This design comes from an exercise in tuning for small area, a short achievable clock period and few clock cycles per item on the open sky130 flow, not from production work.
For this run, only the layout was checked, not whether the RTL still works.

`design/flow/config.mk`:
```
export PLATFORM = sky130hd
export DESIGN_NAME = modbus_rx
export DESIGN_NICKNAME = modbus_rx
export VERILOG_FILES = /design/flow/design.v
export SDC_FILE = /design/flow/constraint.sdc
export NUM_CORES = 4
export LEC_CHECK = 0
export CAP_MARGIN = 20
export CORE_MARGIN = 2
export CORE_UTILIZATION = 40
export SLEW_MARGIN = 20
```
`design/flow/constraint.sdc`:
```
create_clock -name core_clock -period 10.0 [get_ports {clk}]
set_input_delay 2.0000 -clock core_clock [delete_from_list [all_inputs] [get_ports {clk}]]
set_output_delay 2.0000 -clock core_clock [all_outputs]
set_load 0.01 [all_outputs]
```
`design/flow/design.v`:
```
module modbus_rx (
    input  wire       clk,
    input  wire       rst,         
    input  wire       in_valid,
    output wire       in_ready,
    input  wire [7:0] in_data,
    output wire       out_valid,
    input  wire       out_ready,
    output wire [7:0] out_data,
    output wire       out_last
);
    localparam integer L  = 261;       
    localparam integer DA = L - 1;     
    localparam integer TA = DA - 1;    
    localparam integer J  = 8;         
    localparam integer Q  = 16;        
    localparam integer QB = 4;         
    localparam [1:0] T_OK  = 2'd0;
    localparam [1:0] T_FC  = 2'd1;
    localparam [1:0] T_CRC = 2'd2;
    reg  [8*L-1:0] ring;
    wire           wr_now;
    wire     [7:0] wdata;
    always @(posedge clk)
        ring <= {ring[8*(L-1)-1:0], wr_now ? wdata : ring[8*L-1 -: 8]};
    reg        in_rdy;
    reg  [7:0] id;                 
    reg        iv;
    assign in_ready = in_rdy;
    wire acc = in_valid & in_rdy;
    reg  [8:0] lw;                 
    reg  [8:0] occ;                
    reg  [2:0] ext;                
    reg  [1:0] hcnt;               
    reg  [8:0] rem;                
    reg [15:0] crc;
    reg  [7:0] crc_lo;
    reg        fc_ok;
    wire slot_ok = (lw == 9'd0) && (occ != L[8:0]);
    wire w_ext   = (ext != 3'd0) && slot_ok;
    wire w_id    = (ext == 3'd0) && iv && slot_ok;
    assign wr_now = w_ext | w_id;
    assign wdata  = (ext == 3'd4) ? crc_lo :
                    (ext == 3'd3) ? crc[15:8] :
                    (ext == 3'd2) ? crc[7:0] :
                    (ext == 3'd1) ? 8'h00 : id;
    reg [15:0] crc_next;
    integer i;
    always @* begin
        crc_next = ((hcnt == 2'd0) ? 16'hFFFF : crc) ^ {8'h00, id};
        for (i = 0; i < 8; i = i + 1)
            crc_next = crc_next[0] ? ((crc_next >> 1) ^ 16'hA001) : (crc_next >> 1);
    end
    wire in_body   = (hcnt == 2'd3);
    wire last_byte = in_body && (rem == 9'd1);
    wire crc_bad   = (crc != {id, crc_lo});
    wire q_push    = w_id && last_byte;
    wire [1:0] push_type = crc_bad ? T_CRC : (!fc_ok ? T_FC : T_OK);
    reg  [1:0] q_mem [0:Q-1];
    reg [QB-1:0] q_wp, q_rp;
    reg  [QB:0] q_cnt;
    wire q_pop;
    wire [1:0] q_head = q_mem[q_rp];
    localparam [2:0] E_H0 = 3'd0, E_J0 = 3'd1, E_J1 = 3'd2, E_J2 = 3'd3,
                     E_J3 = 3'd4, E_BD = 3'd5;
    reg  [2:0] est;
    reg  [1:0] etype;
    reg  [8:0] er;                 
    reg        eodd;
    reg  [7:0] ad;                 
    reg  [8:0] le;                 
    reg  [7:0] ta;
    integer k;
    always @* begin
        ta = ring[8*TA +: 8];
        for (k = 1; k < J; k = k + 1)
            if (le[2:0] == k) ta = ring[8*((TA + k) % L) +: 8];
    end
    wire in_win = (le < J);
    wire [8:0] bc_ext = {1'b0, ad} + ((etype == T_CRC) ? 9'd4 : 9'd0);
    reg       e_emit, e_last;
    reg [7:0] e_byte;
    always @* begin
        e_emit = 1'b0; e_last = 1'b0; e_byte = 8'h00;
        case (est)
            E_H0: begin e_emit = 1'b1; e_byte = (q_head == T_OK) ? 8'h00 : 8'h01; end
            E_J0: begin e_emit = 1'b1;
                        e_byte = (etype == T_OK) ? ta : (etype == T_CRC) ? 8'h03 : 8'h04; end
            E_J1: begin e_emit = 1'b1;
                        e_byte = (etype == T_OK) ? ta : (etype == T_CRC) ? 8'h04 : 8'h00;
                        e_last = (etype == T_FC); end
            E_J2: begin e_emit = (etype == T_OK); e_byte = 8'h00; end
            E_J3: begin e_emit = (etype == T_OK); e_byte = {1'b0, ad[7:1]};
                        e_last = (ad[7:1] == 7'd0); end
            default: begin
                if (etype == T_OK) begin
                    e_emit = (er > {8'd0, eodd});
                    e_byte = ad;
                    e_last = (er == {8'd0, eodd} + 9'd1);
                end else if (etype == T_CRC) begin
                    e_emit = (er <= 9'd4);
                    e_byte = ta;
                    e_last = (er == 9'd1);
                end
            end
        endcase
    end
    reg       v0, l0, v1, l1;
    reg [7:0] d0, d1;
    assign out_valid = v0;
    assign out_data  = d0;
    assign out_last  = l0;
    wire e_can = in_win && (occ >= 9'd2) && ((est != E_H0) || (q_cnt != 0));
    wire adv   = e_can && (!e_emit || !v1);
    wire push  = adv && e_emit;
    assign q_pop = adv && (est == E_H0);
    wire load = !v0 || out_ready;
    wire [8:0] lw_n  = (lw == 9'd0 && wr_now) ? 9'd0 :
                       (lw == L[8:0] - 9'd1) ? 9'd0 : lw + 9'd1;
    wire [8:0] occ_n = occ + {8'd0, wr_now} - {8'd0, adv};
    wire [2:0] ext_n = (q_push && crc_bad) ? 3'd4 : (w_ext ? ext - 3'd1 : ext);
    wire [QB:0] q_cnt_n = q_cnt + {{QB{1'b0}}, q_push} - {{QB{1'b0}}, q_pop};
    wire held_n = iv && !w_id;
    wire wid_n  = (ext_n == 3'd0) && (lw_n == 9'd0) && (occ_n != L[8:0]);
    wire q_room = (q_cnt_n != Q);
    always @(posedge clk) begin
        if (!(iv && !w_id)) id <= in_data;
        if (rst) begin
            in_rdy <= 1'b1;
            iv     <= 1'b0;
            lw     <= L[8:0] - 9'd1;
            occ    <= 9'd1;
            ext    <= 3'd0;
            hcnt   <= 2'd0;
            q_wp   <= 0;
            q_rp   <= 0;
            q_cnt  <= 0;
            est    <= E_H0;
            le     <= 9'd1;
            v0     <= 1'b0;
            v1     <= 1'b0;
        end else begin
            iv     <= acc | held_n;
            in_rdy <= q_room && (acc ? wid_n : (!held_n || wid_n));
            lw     <= lw_n;
            occ    <= occ_n;
            ext    <= ext_n;
            q_cnt  <= q_cnt_n;
            if (q_push) q_wp <= q_wp + 1'b1;
            if (q_pop)  q_rp <= q_rp + 1'b1;
            if (w_id) begin
                case (hcnt)
                    2'd0: hcnt <= 2'd1;
                    2'd1: hcnt <= 2'd2;
                    2'd2: hcnt <= 2'd3;
                    default: if (rem == 9'd1) hcnt <= 2'd0;
                endcase
            end
            if (!adv) begin
                le <= (le == L[8:0] - 9'd1) ? 9'd0 : le + 9'd1;
            end else begin
                case (est)
                    E_H0: est <= E_J0;
                    E_J0: est <= E_J1;
                    E_J1: est <= E_J2;
                    E_J2: est <= E_J3;
                    E_J3: est <= (bc_ext == 9'd0) ? E_H0 : E_BD;
                    default: if (er == 9'd1) est <= E_H0;
                endcase
            end
            if (load) begin
                v0 <= v1 | push;
                v1 <= 1'b0;
            end else if (push) begin
                v1 <= 1'b1;
            end
        end
        if (w_id) begin
            if (hcnt != 2'd3 || rem > 9'd2) crc <= crc_next;
            if (hcnt == 2'd1) fc_ok <= (id == 8'h03) || (id == 8'h04);
            if (hcnt == 2'd2) rem <= {1'b0, id} + 9'd2;
            if (hcnt == 2'd3) rem <= rem - 9'd1;
            if (hcnt == 2'd3 && rem == 9'd2) crc_lo <= id;
        end
        if (q_push) q_mem[q_wp] <= push_type;
        if (adv) begin
            ad <= ta;
            if (est == E_H0) etype <= q_head;
            if (est == E_J3) begin
                er   <= bc_ext;
                eodd <= ad[0];
            end
            if (est == E_BD) er <= er - 9'd1;
        end
        if (load) begin
            d0 <= v1 ? d1 : e_byte;
            l0 <= v1 ? l1 : e_last;
        end
        if (!v1) begin
            d1 <= e_byte;
            l1 <= e_last;
        end
    end
endmodule
```
`design/flow/run.sh`:
```
#!/bin/bash
# synth_recipe.tcl (not shown) runs the flow's synth.tcl, then flattens the netlist and writes it again
# the make line also repeats each setting of config.mk as NAME=value (left out here)
make -C /OpenROAD-flow-scripts/flow DESIGN_CONFIG=/design/flow/config.mk WORK_HOME=/design/flow/orfs CLKGATE_MAP_FILE= SYNTH_SCRIPT=/design/flow/synth_recipe.tcl finish
```
==> run summary <==
## cell usage in the layout, fill, tap and decap left out, types with 13 or more instances in the layout
master	instances
a211oi_1	20
a21oi_1	61
a22oi_1	19
and2_1	13
bufinv_16	20
clkbuf_1	44
clkbuf_16	203
clkbuf_8	43
clkdlybuf4s50_1	22
clkinv_2	27
dfxtp_1	2153
edfxtp_1	103
ha_1	56
inv_1	52
nand2_1	72
nand3_1	24
nor2_1	124
nor2b_1	15
nor3_1	22
o21ai_0	34
xnor2_1	57
xor2_1	44
## sequential cells by signal, summed over array words and instances (netlist names), 2 cells and up, named ones only
register and cells:
ring 2088, q_mem 32, crc 16, er 9, le 9, lw 9
occ 9, rem 9, ad 8, crc_lo 8, d0 8, d1 8
id 8, q_cnt 5, q_rp 4, q_wp 4, est 3, ext 3
etype 2, hcnt 2
## logic make-up after synthesis
group	Yosys count	share of synthesized area [%]
muxes	18	0.5939
buffers and inverters	109	0.8339
xor gates and xnor gates	102	1.745
DFF	2256	89.50
adders and majority gates	58	1.435
and+or+nand+nor	341	3.224
AOI/OAI and AO/OA	210	2.671
## worst max path at each step
| stage | start | end | slack, ns | cells after the start |
|---|---|---|---|---|
| 2_1_floorplan | er[5]$_DFFE_PP_ | in_rdy$_SDFF_PP1_ | 5.73 | 18 |
| 3_3_place_gp | er[5]$_DFFE_PP_ | in_rdy$_SDFF_PP1_ | 5.14 | 17 |
| 3_5_place_dp | er[5]$_DFFE_PP_ | in_rdy$_SDFF_PP1_ | 5.02 | 17 |
| 4_1_cts | er[5]$_DFFE_PP_ | in_rdy$_SDFF_PP1_ | 4.98 | 17 |
| 5_1_grt | er[5]$_DFFE_PP_ | in_rdy$_SDFF_PP1_ | 4.66 | 17 |
| 6_report | er[5]$_DFFE_PP_ | in_rdy$_SDFF_PP1_ | 4.91 | 17 |
## per-stage QoR
step | std cells | util (%) | hold slack [ns]
final | 5090 | 47.44 | 0.3078
after global placement | 4726 | 42.02 | 0.3106
after CTS | 5090 | 47.43 | 0.3075
after global routing | 5090 | 47.44 | 0.3095
after detailed placement | 4726 | 42.02 | 0.3121
after floorplan | 3094 | - | 0.3096
## per-layer routing
layer	vias to the layer above	wire (µm)	track usage (%)
li1	10370	-	-
met1	9592	32130	13.92
met2	358	23390	12.74
met3	160	3330	3.200
met4	0	1699	4.166
met5	-	0	0
## report_power, final
part | internal [µW] | switching, µW | total [µW]
sequential | 9300 | 174 | 9470
clock | 4590 | 3150 | 7740
combinational | 441 | 581 | 1020
## final cells by class
type,count,area [µm²],share of cell area (%)
Tap cell,1662,2079,3.429
Inverter,54,207.7,0.3425
Timing Repair Buffer,25,242.7,0.4002
Clock buffer,290,5837,9.624
Clock inverter,74,1091,1.799
Multi-Input combinational cell,729,4996,8.238
Sequential cell,2256,46190,76.17
## cells in the mapped netlist, types with 13 or more instances
cell type  number
a22oi_1        19
and2_1         13
nand3_1        24
inv_1          52
xnor2_1        57
dfxtp_1      2153
nand2_1        72
nor3_1         23
nor2b_1        15
xor2_1         44
ha_1           56
edfxtp_1      103
o21ai_0        34
a21oi_1        61
a211oi_1       20
nor2_1        124
clkbuf_1       51
==> results.cfg <==
[outcome]
status = timing/DRC/antenna clean

[setup_path]
reg2reg_from = er[5]$_DFFE_PP_
slowest_delay_ns = 0.57
critPathBufInv = 3
r2r_end = in_rdy$_SDFF_PP1_
slowest_stage = or4_4
worstSetupPathType = register to register
worst-r2r-setup-slack_ns = 4.91
path_cells = or4_4, or4_1, o311ai_1, a21o_1, inv_6, ha_1, inv_1, ha_1, inv_1, fa_1, o21bai_1, a211oi_1, o21ai_0, o311ai_0, xnor2_1, o311ai_0, a22oi_1
worstRegToRegCells = 17
cp_top_family = compound AO/OA/AOI/OAI gates
cp-end-kind = register
critPathMaxFanout = 18
worstPathArrival_ns = 5.72
startpoint_type = register
worstPathRequired_ns = 10.63

[timing]
tightest_slew_ns = 0.9984
min_period_over_period_pct = 50.85
worst_slack_ns = 4.915
rsz0062_at_grt = false
fin_setup_tns_ns = 0
maxSlewHeadroom_pct = 32.83
setup_viol = 0
fin_skew_ns = 0.02582
max_freq_mhz = 196.6
hold_violations = 0
maxSlewViolCount = 0
period_needed_ns = 5.085

[cts]
cts_tree = done
cts_resized = 0
clk_pin_slew_ns = 0.07
ctsHtreeMaxLevel = 4
clkSinkCount = 2256
max-clock-path-buffers = 3
clk_latency_ns = 0.78
cts-root-buf = clkbuf_16
cts_made_buffers = 195
cts_hold_buf = 0
post_cts_buffers = 0

[worst_hold_path]
hold_end = ring[478]$_DFF_P_
hold_path_class = register to register
hold_start = ring[470]$_DFF_P_
hold_depth = 0

[placement]
place_congestion = 0.8048
pre_cts_slack_ns = 5.016
dp_hpwl_um = 30430
place_area_um2 = 53720
io_buffer_count = 22

[layout]
n_antenna_cell = 0
fin_nets = 3331
layout-drive-gt1-share_pct = 10.39
area_delta_synth_final_pct = 17.50
design_area_um2 = 60650
fillCellCount = 10830

[floorplan]
rows = 131
initial_core_util_pct = 40.37
fp.coreArea_um2 = 127800
io_pins = 23
die_h_um = 363.2
fp.dieW_um = 363.2
die_area_um2 = 131900

[synth]
async_flop_share_pct = 0
yosys_warnings = 1
synth_flop_cell = dfxtp_1
synth_top_area_share_pct = 83.50
ys_seq_elements = 2256
avgSynthCellArea_um2 = 16.68
synth_edf_count = 103
synth-seq-area-share_pct = 89.50
synthCells = 3094
yosys.area.top_type = dfxtp_1
synthesis.nets = 3164
ys_top_cells_by_area = dfxtp_1 (84%), edfxtp_1 (6.0%), ha_1 (1.4%), xnor2_1 (0.97%), nor2_1 (0.90%)
synth_area_um2 = 51620
ys_types = 71

[route]
dr.pass1.iters = 5
drc_errors = 0
vias_per_cell = 4.024
wl_per_cell_um = 11.90
antenna_left = 0
wl_um = 60550
drt-initial-drc-count = 1200
vias = 20480

[grt]
grt_pass1_vias = 20570
grt_usage_pct = 9.547
grt_max_degree = 43
antenna_found_initial = 0
grt_pass1_wl_um = 103900
grt-ovfl-total = 0

[power_and_ir_drop]
ir_drop_v = 0.0001983
power_leakage_uw = 0.02385
finalPower_uw = 18230
power.density_nw_per_um2 = 300.6

[job]
maxCapViolations = 0

## port drivers added, routing unchanged
The flow's constraints put no driver on any port. The routed layout listed below was extracted and timed again, unchanged, in two steps.
Step 1: set_driving_cell puts a clkbuf_16 on clk and a buf_2 on each other input, an assumption about the parent block.
Step 2 times the ports against the registers' clock, not the clock port: input delays grow and output delays shrink by t, the midpoint of the rising clock arrivals with the driver on.
a / b / c = ideal ports / drivers / drivers and shift; a / b = the first two.
t, ns: 0.826
setup slack, ns: 4.915 / 4.915 / 4.915
worst register clock-pin slew, ns: 0.07 / 0.07
worst slew at a driven data input, ns: 0.03
cell pins on the clock port's net: 1
After both steps setup and hold are still met in this run. For this run, drivers alone change the setup slack by 0.000 ns; drivers and shift together by 0.000 ns.
